This is an optimization exercise on Yosys and OpenROAD, whose aim is small area, a short achievable clock period and few clock cycles, not a production implementation.
Only the layout flow was run in this run; the RTL was not checked for function there.
Power figures rest on the tool's default switching activity, not on a simulated workload.

--- run.sh ---
#!/bin/bash
# synth_recipe.tcl (not shown) runs the flow's synth.tcl, then flattens the netlist and writes it again
# the make line also repeats each setting of config.mk as NAME=value (left out here)
make -C /OpenROAD-flow-scripts/flow DESIGN_CONFIG=/design/flow/config.mk WORK_HOME=/design/flow/orfs CLKGATE_MAP_FILE= SYNTH_SCRIPT=/design/flow/synth_recipe.tcl finish
--- config.mk ---
export PLATFORM = sky130hd
export DESIGN_NAME = rrf_enc
export DESIGN_NICKNAME = rrf_enc
export VERILOG_FILES = /design/flow/design.v
export SDC_FILE = /design/flow/constraint.sdc
export NUM_CORES = 4
export LEC_CHECK = 0
export CAP_MARGIN = 20
export CORE_MARGIN = 2
export CORE_UTILIZATION = 40
export SLEW_MARGIN = 20
--- constraint.sdc ---
create_clock -name core_clock -period 10.0 [get_ports {clk}]
set_input_delay 2.0000 -clock core_clock [delete_from_list [all_inputs] [get_ports {clk}]]
set_output_delay 2.0000 -clock core_clock [all_outputs]
set_load 0.01 [all_outputs]
--- design.v ---
module rrf_put (
    input  wire [31:0] acc,
    input  wire [5:0]  fill,       
    input  wire [31:0] v,
    input  wire [5:0]  n,          
    output wire        spill,      
    output wire [31:0] spill_word,
    output wire [31:0] acc_next,
    output wire [5:0]  fill_next
);
    wire [31:0] mask  = (n == 6'd0) ? 32'd0 :
                        (n >= 6'd32) ? 32'hFFFFFFFF : ((32'd1 << n) - 32'd1);
    wire [31:0] c     = v & mask;
    wire [31:0] c_top = (n == 6'd0) ? 32'd0 : (c << (6'd32 - n));
    wire [63:0] joined = {acc, 32'd0} | ({c_top, 32'd0} >> fill);
    wire [6:0]  total  = {1'b0, fill} + {1'b0, n};
    assign spill      = (total > 7'd32);
    assign spill_word = joined[63:32];
    assign acc_next   = spill ? joined[31:0] : joined[63:32];
    assign fill_next  = spill ? (total[5:0] - 6'd32) : total[5:0];
endmodule
module rrf_enc #(
    parameter integer MTU       = 1024,
    parameter integer HDR_BYTES = 16
) (
    input  wire        clk,
    input  wire        rst,           
    input  wire        cmd_valid,
    input  wire [31:0] cmd_data,
    output wire        cmd_ready,
    output reg         ev_valid,
    output reg  [1:0]  ev_type,
    output reg  [31:0] ev_data,
    input  wire        ev_ready,
    input  wire [7:0]  csr_addr,
    output reg  [31:0] csr_rdata,
    output wire        idle
);
    localparam integer L = (MTU - HDR_BYTES) * 8;
    localparam [1:0] EV_RESULT = 2'd0;
    localparam [1:0] EV_WORD   = 2'd1;
    localparam [1:0] EV_END    = 2'd2;
    localparam [1:0] EV_ABORT  = 2'd3;
    localparam [7:0] OP_NOP    = 8'h00;
    localparam [7:0] OP_SRST   = 8'h01;
    localparam [7:0] OP_PUT    = 8'h10;
    localparam [7:0] OP_FLUSH  = 8'h11;
    localparam [7:0] OP_BEGIN  = 8'h12;
    localparam [7:0] OP_GOB    = 8'h13;
    localparam [7:0] OP_MB     = 8'h14;
    localparam [7:0] R_OK        = 8'h00;
    localparam [7:0] R_PKT_SENT  = 8'h09;
    localparam [7:0] R_MB_OK     = 8'h0A;
    localparam [7:0] R_MB_RETRY  = 8'h0B;
    localparam [7:0] R_MB_BIG    = 8'h0C;
    localparam [7:0] R_GOB_OK    = 8'h0D;
    localparam [7:0] R_GOB_SPLIT = 8'h0E;
    localparam [7:0] R_FAULT     = 8'hFF;
    localparam [7:0] F_ILLEGAL  = 8'h01;
    localparam [7:0] F_RESERVED = 8'h02;
    localparam [7:0] F_NBITS    = 8'h03;
    localparam [7:0] F_OVERFLOW = 8'h05;
    localparam [2:0] S_IDLE  = 3'd0;
    localparam [2:0] S_DEC   = 3'd1;
    localparam [2:0] S_PUT   = 3'd2;
    localparam [2:0] S_TAIL  = 3'd3;
    localparam [2:0] S_END   = 3'd4;
    localparam [2:0] S_ABORT = 3'd5;
    localparam [2:0] S_RES   = 3'd6;
    localparam [1:0] AS_FLUSH = 2'd0;
    localparam [1:0] AS_GOB   = 2'd1;
    localparam [1:0] AS_MB    = 2'd2;
    localparam [1:0] MB_FIT   = 2'd0;
    localparam [1:0] MB_BIG   = 2'd1;
    localparam [1:0] MB_RETRY = 2'd2;
    reg [2:0]  state;
    reg [31:0] cp;
    reg [31:0] w;            
    reg [31:0] w_cp;         
    reg        pend;         
    reg [31:0] hdr;
    reg [31:0] hdr_cp;
    reg        fault;
    reg [7:0]  fault_code;
    reg [31:0] fault_cmd;
    reg [31:0] fault_cp;
    reg [31:0] acc;
    reg [5:0]  fill;         
    reg [15:0] cw;           
    reg        gob_valid;
    reg [3:0]  gob_gn;
    reg [4:0]  gob_gq;
    reg [31:0] enc_pkt_cnt;
    reg [15:0] last_bytes;
    reg [2:0]  last_ebit;
    reg        last_m;
    reg [1:0]  mb_mode;
    reg [15:0] mb_bits_left;
    reg [31:0] put_v;
    reg [5:0]  put_n;
    reg [1:0]  after_send;
    reg        send_m;
    reg        abort_srst;   
    reg [7:0]  res_code;
    reg [23:0] res_val;
    reg        res_bc;       
    wire [19:0] bitcount = {cw[14:0], 5'd0} + {14'd0, fill};
    wire [2:0]  fill_rem  = fill[2:0];
    wire [15:0] nb_now    = {cw[13:0], 2'b00} + {13'd0, fill[5:3]} + {15'd0, (fill_rem != 3'd0)};
    wire [2:0]  ebit_now  = (fill_rem == 3'd0) ? 3'd0 : (3'd0 - fill_rem);
    wire        p_spill;
    wire [31:0] p_word;
    wire [31:0] p_acc;
    wire [5:0]  p_fill;
    rrf_put u_put (
        .acc(acc), .fill(fill), .v(put_v), .n(put_n),
        .spill(p_spill), .spill_word(p_word),
        .acc_next(p_acc), .fill_next(p_fill)
    );
    wire out_free = !ev_valid || ev_ready;
    assign cmd_ready = (state == S_IDLE);
    assign idle      = (state == S_IDLE) && !ev_valid;
    wire [7:0]  opc       = w[31:24];
    wire        opc_known = (opc == OP_NOP) || (opc == OP_SRST) || (opc == OP_PUT) ||
                            (opc == OP_FLUSH) || (opc == OP_BEGIN) || (opc == OP_GOB) ||
                            (opc == OP_MB);
    reg         rsv_bad;
    always @(*) begin
        case (opc)
            OP_PUT:   rsv_bad = (w[23:6] != 18'd0);
            OP_FLUSH: rsv_bad = (w[22:0] != 23'd0);
            OP_GOB:   rsv_bad = (w[23:9] != 15'd0);
            OP_MB:    rsv_bad = (w[23:16] != 8'd0);
            default:  rsv_bad = (w[23:0] != 24'd0);
        endcase
    end
    wire [15:0] nbits     = w[15:0];
    wire [19:0] mb_end    = bitcount + {4'd0, nbits};
    wire [19:0] g_bits    = gob_valid ? 20'd26 : 20'd0;
    wire [19:0] mb_fresh  = g_bits + {4'd0, nbits};
    wire [5:0]  put_hdr_n = hdr[5:0];
    wire [19:0] put_end   = bitcount + {14'd0, put_hdr_n};
    wire [15:0] mb_r      = (mb_bits_left > 16'd32) ? 16'd32 : mb_bits_left;
    wire [25:0] gob_bits_cur = {16'h0001, gob_gn, gob_gq, 1'b0};
    always @(posedge clk) begin
        if (rst) begin
            state       <= S_IDLE;
            cp          <= 32'd0;
            w           <= 32'd0;
            w_cp        <= 32'd0;
            pend        <= 1'b0;
            hdr         <= 32'd0;
            hdr_cp      <= 32'd0;
            fault       <= 1'b0;
            fault_code  <= 8'd0;
            fault_cmd   <= 32'd0;
            fault_cp    <= 32'd0;
            acc         <= 32'd0;
            fill        <= 6'd0;
            cw          <= 16'd0;
            gob_valid   <= 1'b0;
            gob_gn      <= 4'd0;
            gob_gq      <= 5'd0;
            enc_pkt_cnt <= 32'd0;
            last_bytes  <= 16'd0;
            last_ebit   <= 3'd0;
            last_m      <= 1'b0;
            mb_mode     <= MB_FIT;
            mb_bits_left<= 16'd0;
            put_v       <= 32'd0;
            put_n       <= 6'd0;
            after_send  <= AS_FLUSH;
            send_m      <= 1'b0;
            abort_srst  <= 1'b0;
            res_code    <= 8'd0;
            res_val     <= 24'd0;
            res_bc      <= 1'b0;
            ev_valid    <= 1'b0;
            ev_type     <= 2'd0;
            ev_data     <= 32'd0;
        end else begin
            if (ev_valid && ev_ready)
                ev_valid <= 1'b0;
            case (state)
            S_IDLE: begin
                if (cmd_valid) begin
                    w     <= cmd_data;
                    w_cp  <= cp;
                    cp    <= cp + 32'd1;
                    state <= S_DEC;
                end
            end
            S_DEC: begin
                if (fault) begin
                    if (w == 32'h01000000) begin
                        abort_srst <= 1'b1;
                        state      <= S_ABORT;
                    end else begin
                        state <= S_IDLE;
                    end
                end else if (!pend) begin
                    if (!opc_known || rsv_bad || (opc == OP_PUT && w[5:0] > 6'd32)) begin
                        fault      <= 1'b1;
                        fault_code <= !opc_known ? F_ILLEGAL : (rsv_bad ? F_RESERVED : F_NBITS);
                        fault_cmd  <= w;
                        fault_cp   <= w_cp;
                        res_code   <= R_FAULT;
                        res_val    <= {16'd0, (!opc_known ? F_ILLEGAL : (rsv_bad ? F_RESERVED : F_NBITS))};
                        res_bc     <= 1'b0;
                        state      <= S_RES;
                    end else begin
                        case (opc)
                        OP_NOP: begin
                            res_code <= R_OK;
                            res_val  <= 24'd0;
                            res_bc   <= 1'b0;
                            state    <= S_RES;
                        end
                        OP_SRST: begin
                            abort_srst <= 1'b1;
                            state      <= S_ABORT;
                        end
                        OP_PUT: begin
                            pend   <= 1'b1;
                            hdr    <= w;
                            hdr_cp <= w_cp;
                            state  <= S_IDLE;
                        end
                        OP_FLUSH: begin
                            send_m     <= w[23];
                            after_send <= AS_FLUSH;
                            state      <= S_TAIL;
                        end
                        OP_BEGIN: begin
                            abort_srst <= 1'b0;
                            state      <= S_ABORT;
                        end
                        OP_GOB: begin
                            gob_gn    <= w[3:0];
                            gob_gq    <= w[8:4];
                            gob_valid <= 1'b1;
                            put_v     <= {6'd0, 16'h0001, w[3:0], w[8:4], 1'b0};
                            put_n     <= 6'd26;
                            if (bitcount + 20'd26 > L) begin
                                send_m     <= 1'b0;
                                after_send <= AS_GOB;
                                res_code   <= R_GOB_SPLIT;
                                res_bc     <= 1'b0;
                                state      <= S_TAIL;
                            end else begin
                                res_code <= R_GOB_OK;
                                res_bc   <= 1'b1;
                                state    <= S_PUT;
                            end
                        end
                        default: begin  
                            if (mb_end <= L)
                                mb_mode <= MB_FIT;
                            else if (mb_fresh > L)
                                mb_mode <= MB_BIG;
                            else
                                mb_mode <= MB_RETRY;
                            mb_bits_left <= nbits;
                            if (nbits == 16'd0) begin
                                res_code <= R_MB_OK;
                                res_bc   <= 1'b1;
                                state    <= S_RES;
                            end else begin
                                pend   <= 1'b1;
                                hdr    <= w;
                                hdr_cp <= w_cp;
                                state  <= S_IDLE;
                            end
                        end
                        endcase
                    end
                end else if (hdr[31:24] == OP_PUT) begin
                    pend <= 1'b0;
                    if (put_end > L) begin
                        fault      <= 1'b1;
                        fault_code <= F_OVERFLOW;
                        fault_cmd  <= hdr;
                        fault_cp   <= hdr_cp;
                        res_code   <= R_FAULT;
                        res_val    <= {16'd0, F_OVERFLOW};
                        res_bc     <= 1'b0;
                        state      <= S_RES;
                    end else begin
                        put_v    <= w;
                        put_n    <= put_hdr_n;
                        res_code <= R_OK;
                        res_bc   <= 1'b1;
                        state    <= S_PUT;
                    end
                end else begin
                    mb_bits_left <= mb_bits_left - mb_r;
                    if (mb_bits_left <= 16'd32)
                        pend <= 1'b0;
                    case (mb_mode)
                    MB_FIT: begin
                        put_v    <= w >> (6'd32 - mb_r[5:0]);
                        put_n    <= mb_r[5:0];
                        res_code <= R_MB_OK;
                        res_bc   <= 1'b1;
                        state    <= S_PUT;
                    end
                    MB_BIG: begin
                        if (mb_bits_left <= 16'd32) begin
                            res_code <= R_MB_BIG;
                            res_val  <= {8'd0, hdr[15:0]};
                            res_bc   <= 1'b0;
                            state    <= S_RES;
                        end else begin
                            state <= S_IDLE;
                        end
                    end
                    default: begin  
                        if (mb_bits_left <= 16'd32) begin
                            send_m     <= 1'b0;
                            after_send <= AS_MB;
                            res_code   <= R_MB_RETRY;
                            res_bc     <= 1'b0;
                            state      <= S_TAIL;
                        end else begin
                            state <= S_IDLE;
                        end
                    end
                    endcase
                end
            end
            S_PUT: begin
                if (!p_spill || out_free) begin
                    if (p_spill) begin
                        ev_valid <= 1'b1;
                        ev_type  <= EV_WORD;
                        ev_data  <= p_word;
                        cw       <= cw + 16'd1;
                    end
                    acc  <= p_acc;
                    fill <= p_fill;
                    if (pend)
                        state <= S_IDLE;
                    else
                        state <= S_RES;
                end
            end
            S_TAIL: begin
                if (fill == 6'd0) begin
                    state <= S_END;
                end else if (out_free) begin
                    ev_valid <= 1'b1;
                    ev_type  <= EV_WORD;
                    ev_data  <= acc;
                    state    <= S_END;
                end
            end
            S_END: begin
                if (out_free) begin
                    ev_valid    <= 1'b1;
                    ev_type     <= EV_END;
                    ev_data     <= {12'd0, send_m, ebit_now, nb_now};
                    last_bytes  <= nb_now;
                    last_ebit   <= ebit_now;
                    last_m      <= send_m;
                    enc_pkt_cnt <= enc_pkt_cnt + 32'd1;
                    acc         <= 32'd0;
                    fill        <= 6'd0;
                    cw          <= 16'd0;
                    res_val     <= {8'd0, nb_now};
                    case (after_send)
                    AS_FLUSH: begin
                        if (send_m)
                            gob_valid <= 1'b0;
                        res_code <= R_PKT_SENT;
                        res_bc   <= 1'b0;
                        state    <= S_RES;
                    end
                    AS_GOB: begin
                        state <= S_PUT;    
                    end
                    default: begin  
                        if (gob_valid) begin
                            put_v <= {6'd0, gob_bits_cur};
                            put_n <= 6'd26;
                            state <= S_PUT;
                        end else begin
                            state <= S_RES;
                        end
                    end
                    endcase
                end
            end
            S_ABORT: begin
                if (cw == 16'd0 || out_free) begin
                    if (cw != 16'd0) begin
                        ev_valid <= 1'b1;
                        ev_type  <= EV_ABORT;
                        ev_data  <= 32'd0;
                    end
                    acc       <= 32'd0;
                    fill      <= 6'd0;
                    cw        <= 16'd0;
                    gob_valid <= 1'b0;
                    gob_gn    <= 4'd0;
                    gob_gq    <= 5'd0;
                    if (abort_srst) begin
                        cp          <= 32'd1;
                        pend        <= 1'b0;
                        fault       <= 1'b0;
                        fault_code  <= 8'd0;
                        fault_cmd   <= 32'd0;
                        fault_cp    <= 32'd0;
                        enc_pkt_cnt <= 32'd0;
                        last_bytes  <= 16'd0;
                        last_ebit   <= 3'd0;
                        last_m      <= 1'b0;
                    end
                    res_code <= R_OK;
                    res_val  <= 24'd0;
                    res_bc   <= 1'b0;
                    state    <= S_RES;
                end
            end
            S_RES: begin
                if (out_free) begin
                    ev_valid <= 1'b1;
                    ev_type  <= EV_RESULT;
                    ev_data  <= {res_code, (res_bc ? {4'd0, bitcount} : res_val)};
                    state    <= S_IDLE;
                end
            end
            default: state <= S_IDLE;
            endcase
        end
    end
    always @(*) begin
        case (csr_addr)
            8'h00: csr_rdata = {11'd0, pend, gob_valid, 3'b000, fault_code, 7'd0, fault};
            8'h01: csr_rdata = fault_cmd;
            8'h02: csr_rdata = fault_cp;
            8'h03: csr_rdata = cp;
            8'h08: csr_rdata = {12'd0, bitcount};
            8'h09: csr_rdata = {23'd0, gob_gq, gob_gn};
            8'h0A: csr_rdata = {12'd0, last_m, last_ebit, last_bytes};
            8'h0B: csr_rdata = enc_pkt_cnt;
            8'h10: csr_rdata = 32'hFFFFFFFF;      
            8'h23: csr_rdata = 32'd1024;          
            8'h30: csr_rdata = 32'd32;            
            8'h31: csr_rdata = MTU;
            8'h32: csr_rdata = HDR_BYTES;
            8'h33: csr_rdata = 32'd5;             
            8'h34: csr_rdata = 32'd1024;          
            8'h35: csr_rdata = 32'd256000;        
            8'h36: csr_rdata = 32'd1024;          
            8'h37: csr_rdata = 32'd0;             
            8'h38: csr_rdata = 32'd2048;          
            default: csr_rdata = 32'd0;
        endcase
    end
endmodule
==> summary.md <==
| Metric | Value |
|---|---|
| FF+latch count, synth | 465 |
| Startpoint types | input port |
| Gr usage total | 32.0% |
| Most frequent cells in the layout | nand2_1 (632), nor2_1 (504), a21oi_1 (480) |
| Clock transition at path regs | 50 ps |
| Worst slew pin tran | 1140 ps |
| Area grow syn2layout | 12.0% |
| Core footprint | 81800 sq um |
| CTS root buf | clkbuf_16 |
| Routability cong. | 1.01 |
| DRT antenna net count | 0 |
| Area of the die | 84700 sq um |
| Wire length per cell | 25.3 um |
| Final core occ | 45.1% |
| First-pass DRT Iterations | 9 |
| Synth area leaders | dfxtp_1 (28%), a21oi_1 (7.3%), nand2_1 (7.2%) |
| IO Pins | 113 |
| TritonCTS clock tree | done |
| Unique masters post-synth | 112 |
| # hold bufs at CTS | 0 |
| Tcrit/Tclk final | 74.1% |
| CP Class | in -> out |
| CP max FO | 16 |
| ANT cells | 0 |
| Peak supply drop | 137 uV |
| # H-tree levels | 2 |
| CTS resizes | 0 |
| Syn_area_per_cell | 7.24 sq um |
| Hold Path Stages | 2 |
| FMAX | 135 MHz |
| Reg2Reg Setup Slack | 3060 ps |
| WHS Endpoint | ev_data[30] |
| Worst R2R Path Depth | 16 |
| R2R Path End | acc[6] |
| Outcome | finished clean |
| Initial antenna violation count | 3 |
| Die X | 291 um |
| Area leader, netlist | dfxtp_1 |
| First-pass GRT wire length | 212000 um |
| Min-delay src | ev_data[30] |
| Final wirelength | 141000 um |
| CTS sink cnt | 465 |
| Leakage | 13.2 nW |
| Required time worst endpoint | 8000 ps |
| Post-synth EDFFs | 0 |
| Max-Cap Viols | 0 |
| Initial DRC Count | 4844 |
| Pwr Total | 7.71 mW |
| CP arrival | 5410 ps |
| # port buffers | 112 |
| Leading register cell type out of synthesis | dfxtp_1 |
| Postcts setup bufs | 0 |
| Final slew viol count | 0 |
| Synthesized instance count | 4553 |
| RSZ-0062 raised after global routing | false |
| Initial core utilization | 40.3% |
| Final setup viols | 0 |
| Share of the synthesized area in the top cell type | 28.3% |
| Setup_tns | 0 ps |
| Relative slew margins | 23.7% |
| Power Dens Cells | 209 nW/um^2 |
| Cell Area, Synth | 32900 sq um |
| Post-route DRC | 0 |
| Clock Path Buffers | 3 |
| Crit Reg-Reg Startpoint | put_n[0] |
| Final Hold Fails | 0 |
| Async set-reset flop share out of synthesis | 0% |
| Vias in the first global route | 33.2k |
| DP Wirelength | 101000 um |
| Post-synthesis sequential area ratio | 28.3% |
| Die H | 291 um |
| Yosys warning total | 1 |
| Largest net degree at the start of global routing | 164 |
| # rows | 105 |
| Nets@finish | 4571 |
| Skew final | 61.1 ps |
| Leading cell type in the layout, fill and taps excluded | nand2_1 |
| CTS Buf Count | 55 |
| Fraction of layout cells with a size suffix above 1 | 7.31% |
| Crit. End Element | output pin |
| Routed vias/inst | 6.51 |
| Fill cells | 8440 |
| Vias | 36.3k |
| Worst skew pair latency | 650 ps |
| Min cycle time layout | 7410 ps |
| Grt ovf | 0 |
| Post-Syn Nets | 4653 |
| Hold Crit Class | reg -> reg |
worst max-delay path by stage:
stage,from,slack [ps],end
CTS,csr_addr[5],2630,csr_rdata[18]
finish,csr_addr[5],2590,csr_rdata[18]
global placement,csr_addr[1],2590,csr_rdata[17]
global route,csr_addr[4],2400,csr_rdata[16]
floorplan,put_n[0],4340,ev_data[17]
detailed placement,csr_addr[5],2640,csr_rdata[18]
state kept, by name, indices dropped and copies added (netlist names), 32 cells and up:
name / count
acc: 32
enc_pkt_cnt: 32
w_cp: 32
fault_cmd: 32
hdr_cp: 32
fault_cp: 32
ev_data: 32
put_v: 32
hdr: 32
cp: 32
w: 32
critical path, stage by stage:
cell	delay (ps)
clkdlybuf4s50_1	510
nor4_1	510
nand2_1	440
nor2_1	890
a22o_1	260
a221oi_1	50
nand3_1	190
clkdlybuf4s50_1	550
cells in the mapped netlist (all sizes together) (44+ instances only):
library cell  number
nand2            634
mux2i            169
ha                53
xnor2             54
buf               57
a21oi            483
a31oi             59
a211oi            62
and3              59
inv               70
or3               44
dfxtp            465
a22oi            105
nand3            152
nor3             170
xor2              70
o21ai            233
nor2             508
clkbuf           306
o211ai            64
metrics by stage:
stage / cell area [sq um] / hold slack, ps / worst slack (ps) / instances
2_1_floorplan: 32900 / 429 / 4340 / 4553
3_3_place_gp: 34900 / 440 / 2590 / 5482
3_5_place_dp: 34900 / 445 / 2640 / 5484
4_1_cts: 36900 / 451 / 2630 / 5586
5_1_grt: 36900 / 470 / 2400 / 5586
6_report: 36900 / 448 / 2590 / 5586
cell families after synthesis:
group,share of synthesized area [%]
AO/OA/AOI/OAI,29.0
XOR/XNOR,3.30
adder cells (fa/ha/maj),2.19
other,0.0114
AND/OR/NAND/NOR,25.2
flip-flops,28.3
buffers and inverters,5.17
multiplexers,6.88
per-layer routing:
metal / global-route usage (%) / routed length, um / part of all wire [%] / up-vias
met3: 4.73 / 13500 / 9.6 / 451
met1: 42.7 / 57300 / 41 / 17100
li1: - / - / - / 16600
met5: 0 / 44 / 0.031 / -
met2: 50.4 / 62300 / 44 / 2157
met4: 15.9 / 8000 / 5.7 / 6
power breakdown:
| part | switching (mW) | leakage [nW] | total, mW | internal (mW) |
|---|---|---|---|---|
| registers | 0.192 | 3.76 | 2.19 | 2.00 |
| logic | 2.37 | 8.46 | 3.34 | 0.975 |
| clock network | 0.868 | 0.976 | 2.18 | 1.31 |
area by class of cell:
| class | instances | area (sq um) | area share [%] |
|---|---|---|---|
| timing repair buffer | 224 | 1980 | 5.36 |
| inverter | 74 | 278 | 0.752 |
| tap | 1070 | 1340 | 3.63 |
| clock buffer | 78 | 1610 | 4.37 |
| sequential | 465 | 9320 | 25.2 |
| clock inverter | 24 | 374 | 1.01 |
| multi-input combinational | 3651 | 22000 | 59.6 |

[static timing again, ports no longer ideal]
Ports are ideal in the flow. The routed layout listed here was re-timed in OpenROAD.
Step 1 (the two cells are an assumption about what drives the block):
set clk [get_ports {clk}]
set_driving_cell -lib_cell sky130_fd_sc_hd__clkbuf_16 $clk
set_driving_cell -lib_cell sky130_fd_sc_hd__buf_2 [delete_from_list [all_inputs] $clk]
Step 2, shift: input delay + t, output delay - t, t = (earliest + latest rising clock arrival at the registers) / 2. This alone moves slack from input paths to output paths.
Slacks: ideal ports / drivers / drivers and shift; pairs: ideal ports / drivers.
t, ns: 0.679
slack for setup (ns): 2.593 / 2.573 / 2.573
worst hold slack (ns): 0.448 / 0.448 / 0.448
worst setup path after step 2: input to output
latest minus earliest clock arrival (ns): 0.063 / 0.064
After both steps this run still meets setup and hold. For this run, drivers alone change the setup slack by -0.020 ns; drivers and shift together by -0.020 ns.
